Source: an optimization exercise on an open RTL-to-GDS flow (aim: small area, a short achievable clock period and few clock cycles per item). Production flows keep margins and buffers that such runs may drop.
In this exercise RTL edits were held to simulation tests only and were not proved equivalent to the original.
Power and IR drop assume default switching activity.

## build 62
## mars_core
module mars_core (
    input  wire        clk,
    input  wire        rst,
    input  wire        cmd_valid,
    output wire        cmd_ready,
    input  wire [2:0]  cmd_op,
    input  wire [15:0] cmd_a,
    input  wire [31:0] cmd_data,
    output reg         rsp_valid,
    output reg  [3:0]  rsp_code,
    output reg  [31:0] rsp_data,
    output reg  [1:0]  rsp_h,
    output reg  [7:0]  rsp_id,
    output reg  [5:0]  rsp_addr
);
    localparam OP_CREATE = 3'd0, OP_LOAD = 3'd1, OP_TICK = 3'd2, OP_REMOVE = 3'd3,
               OP_READ_CELL = 3'd4, OP_READ_WARRIOR = 3'd5, OP_READ_STATUS = 3'd6,
               OP_READ_CONFIG = 3'd7;
    localparam C_NONE = 4'd0, C_DAT = 4'd1, C_INV_TYPE = 4'd2, C_INV_MODE_A = 4'd3,
               C_IMM_ADDR_A = 4'd4, C_INV_MODE_B = 4'd5, C_IMM_ADDR_B = 4'd6,
               C_ENDED = 4'd7, C_OUT_OF_RANGE = 4'd8, C_TABLE_FULL = 4'd9,
               C_NOT_IN_QUEUE = 4'd10;
    localparam T_DAT = 4'd0, T_MOV = 4'd1, T_ADD = 4'd2, T_SUB = 4'd3, T_JMP = 4'd4,
               T_JMZ = 4'd5, T_DJZ = 4'd6, T_CMP = 4'd7;
  ...
make LEC_CHECK=0 CAP_MARGIN=10 CELL_PAD_IN_SITES_DETAIL_PLACEMENT=1 CELL_PAD_IN_SITES_GLOBAL_PLACEMENT=1 CORE_MARGIN=2 CORE_UTILIZATION=50 CTS_CLUSTER_DIAMETER=100 CTS_CLUSTER_SIZE=18 SETUP_SLACK_MARGIN=5 SLEW_MARGIN=10 TNS_END_PERCENT=0 finish   # period 10.0 ns
run.sh (not shown) runs the stock make flow with config.mk's settings and CLKGATE_MAP_FILE= SYNTH_SCRIPT=/design/flow/synth_recipe.tcl, a recipe that flattens the netlist after the stock synthesis.
Final checks on build 62, whose flow otherwise completed, came back failing, citing max-capacitance violations, max-slew violations.
Testbench counts of build 62, summed over its fixed seeds: cycles 7,283, ticks 5,572.
Relative to build 62, the following input files were edited for build 78:
--- a/flow/config.mk
+++ b/flow/config.mk
@@ -7,3 +7,3 @@
 export LEC_CHECK = 0
-export CAP_MARGIN = 10
+export CAP_MARGIN = 20
 export CELL_PAD_IN_SITES_DETAIL_PLACEMENT = 1
@@ -15,3 +15,3 @@
 export SETUP_SLACK_MARGIN = 5
-export SLEW_MARGIN = 10
+export SLEW_MARGIN = 20
 export TNS_END_PERCENT = 0
==> run notes <==
Build 78 | status: complete | timing, DRC, antenna: pass. When the final numbers for build 78 and build 62 were put side by side, the global-route usage turned out to be greater in build 62. For build 78, the origin of the worst setup path was vaddr[5]$_DFFE_PN_, unlike build 62, where it was vaddr[3]$_DFFE_PN_. In the tables for build 78 and build 62, clock skew reads higher with build 62. Non-clock buffer count (build 78 over build 62): decrease, about 2.6%. Comparing build 78 with build 62, the sequential fraction of total cell area came out essentially unchanged. Build 78 reports its destination of the critical timing path as wpc[1][2]$_DFFE_PP_ while build 62 reports npc_r[4]$_DFFE_PN_. Of the two candidates, build 62 has the worse setup slack and build 78 the better one. Diff build 62 -> build 78: fraction of final layout cells sized beyond drive strength 1 -0.32 points, wire length has decreased, multi-input logic portion of the cell area roughly the same, die area did not really move, via count decreased 1184. Compared with build 62, build 78 shows critical path required time higher by 0.03 ns.

Setup of amber:
mars_core again, from the RTL that the note above started with.
Settings: LEC_CHECK=0, CAP_MARGIN=20, CELL_PAD_IN_SITES_DETAIL_PLACEMENT=1, CELL_PAD_IN_SITES_GLOBAL_PLACEMENT=1, CORE_MARGIN=2, CORE_UTILIZATION=50, CTS_CLUSTER_DIAMETER=110, CTS_CLUSTER_SIZE=22, SETUP_SLACK_MARGIN=5, SLEW_MARGIN=20, TNS_END_PERCENT=0; clock period 10.0 ns.
amber completed end to end with timing, DRC and antenna clean.
Testbench counts of amber, summed over its fixed seeds: cycles 7,283, ticks 5,572.
Input changes introduced in maple (baseline for comparison: amber):
# amber
export LEC_CHECK = 0
export CAP_MARGIN = 20
export CELL_PAD_IN_SITES_DETAIL_PLACEMENT = 1
export CELL_PAD_IN_SITES_GLOBAL_PLACEMENT = 1
export CORE_MARGIN = 2
export CORE_UTILIZATION = 50
export CTS_CLUSTER_DIAMETER = 110
export CTS_CLUSTER_SIZE = 22
export SETUP_SLACK_MARGIN = 5
export SLEW_MARGIN = 20
export TNS_END_PERCENT = 0
create_clock -name core_clock -period 10.0 [get_ports {clk}]
# maple
export LEC_CHECK = 0
export CAP_MARGIN = 20
export CELL_PAD_IN_SITES_DETAIL_PLACEMENT = 1
export CELL_PAD_IN_SITES_GLOBAL_PLACEMENT = 1
export CORE_MARGIN = 2
export CORE_UTILIZATION = 45
export CTS_CLUSTER_DIAMETER = 100
export CTS_CLUSTER_SIZE = 18
export SETUP_SLACK_MARGIN = 5
export SLEW_MARGIN = 20
export TNS_END_PERCENT = 0
create_clock -name core_clock -period 10.0 [get_ports {clk}]
--- outcome ---
In the metrics for amber and maple, the one carrying the lower number of detailed-route iterations in the first pass is amber. Comparing maple with amber, the combinational group power came out essentially unchanged. Placeable core region, amber and maple: larger value in maple. Going from amber to maple, the signed area change from the synthesized netlist to the final layout was found to have gone up by 1.4 points. Via count across amber and maple: no real change. Worst setup slack: maple lower than amber. Fill cell total of the finished layout | maple above amber. In the flow results for amber and maple, the minimum period implied by the final worst setup slack is larger on maple. Where total chip power is concerned, amber is better than maple.
What pepper does differently from maple at the input level:
# maple
export LEC_CHECK = 0
export CAP_MARGIN = 20
export CELL_PAD_IN_SITES_DETAIL_PLACEMENT = 1
export CELL_PAD_IN_SITES_GLOBAL_PLACEMENT = 1
export CORE_MARGIN = 2
export CORE_UTILIZATION = 45
export CTS_CLUSTER_DIAMETER = 100
export CTS_CLUSTER_SIZE = 18
export SETUP_SLACK_MARGIN = 5
export SLEW_MARGIN = 20
export TNS_END_PERCENT = 0
create_clock -name core_clock -period 10.0 [get_ports {clk}]
# pepper
export LEC_CHECK = 0
export CAP_MARGIN = 20
export CELL_PAD_IN_SITES_DETAIL_PLACEMENT = 1
export CELL_PAD_IN_SITES_GLOBAL_PLACEMENT = 1
export CORE_MARGIN = 2
export CORE_UTILIZATION = 50
export SETUP_SLACK_MARGIN = 4.5
export SLEW_MARGIN = 20
export TNS_END_PERCENT = 0
create_clock -name core_clock -period 10.0 [get_ports {clk}]
==> comparison <==
- Area after synthesis delta (maple -> pepper): insignificant
- Compared with maple, in pepper fraction of layout instances using a drive strength above 1 saw an increase; maximum level of the CTS H-tree saw an increase; total power saw an increase; total routed wire length on the met1 layer saw a decrease; number of non-clock inverters saw a decrease.

[re-timing with driven ports]
In the flow no input, the clock included, has a driving cell. The finished layouts below were timed again as built, in two steps.
Step 1: set_driving_cell puts a clkbuf_16 on clk and a buf_2 on each other input, an assumption about the parent block.
Step 2 also shifts input and output timing later by t, the mid clock arrival at the registers, as if the neighbouring blocks saw the same clock.
Slacks: ideal / step 1 / step 2; pairs: ideal / step 1.
run	t, ns	setup WS [ns]	clock arrival spread, ns
build 62	1.027	3.853 / 3.853 / 3.853	0.102 / 0.102
build 78	1.024	3.895 / 3.895 / 3.895	0.088 / 0.087
amber	0.998	3.816 / 3.816 / 3.816	0.041 / 0.041
maple	1.010	3.812 / 3.812 / 3.812	0.101 / 0.101
pepper	1.042	3.846 / 3.846 / 3.846	0.079 / 0.079
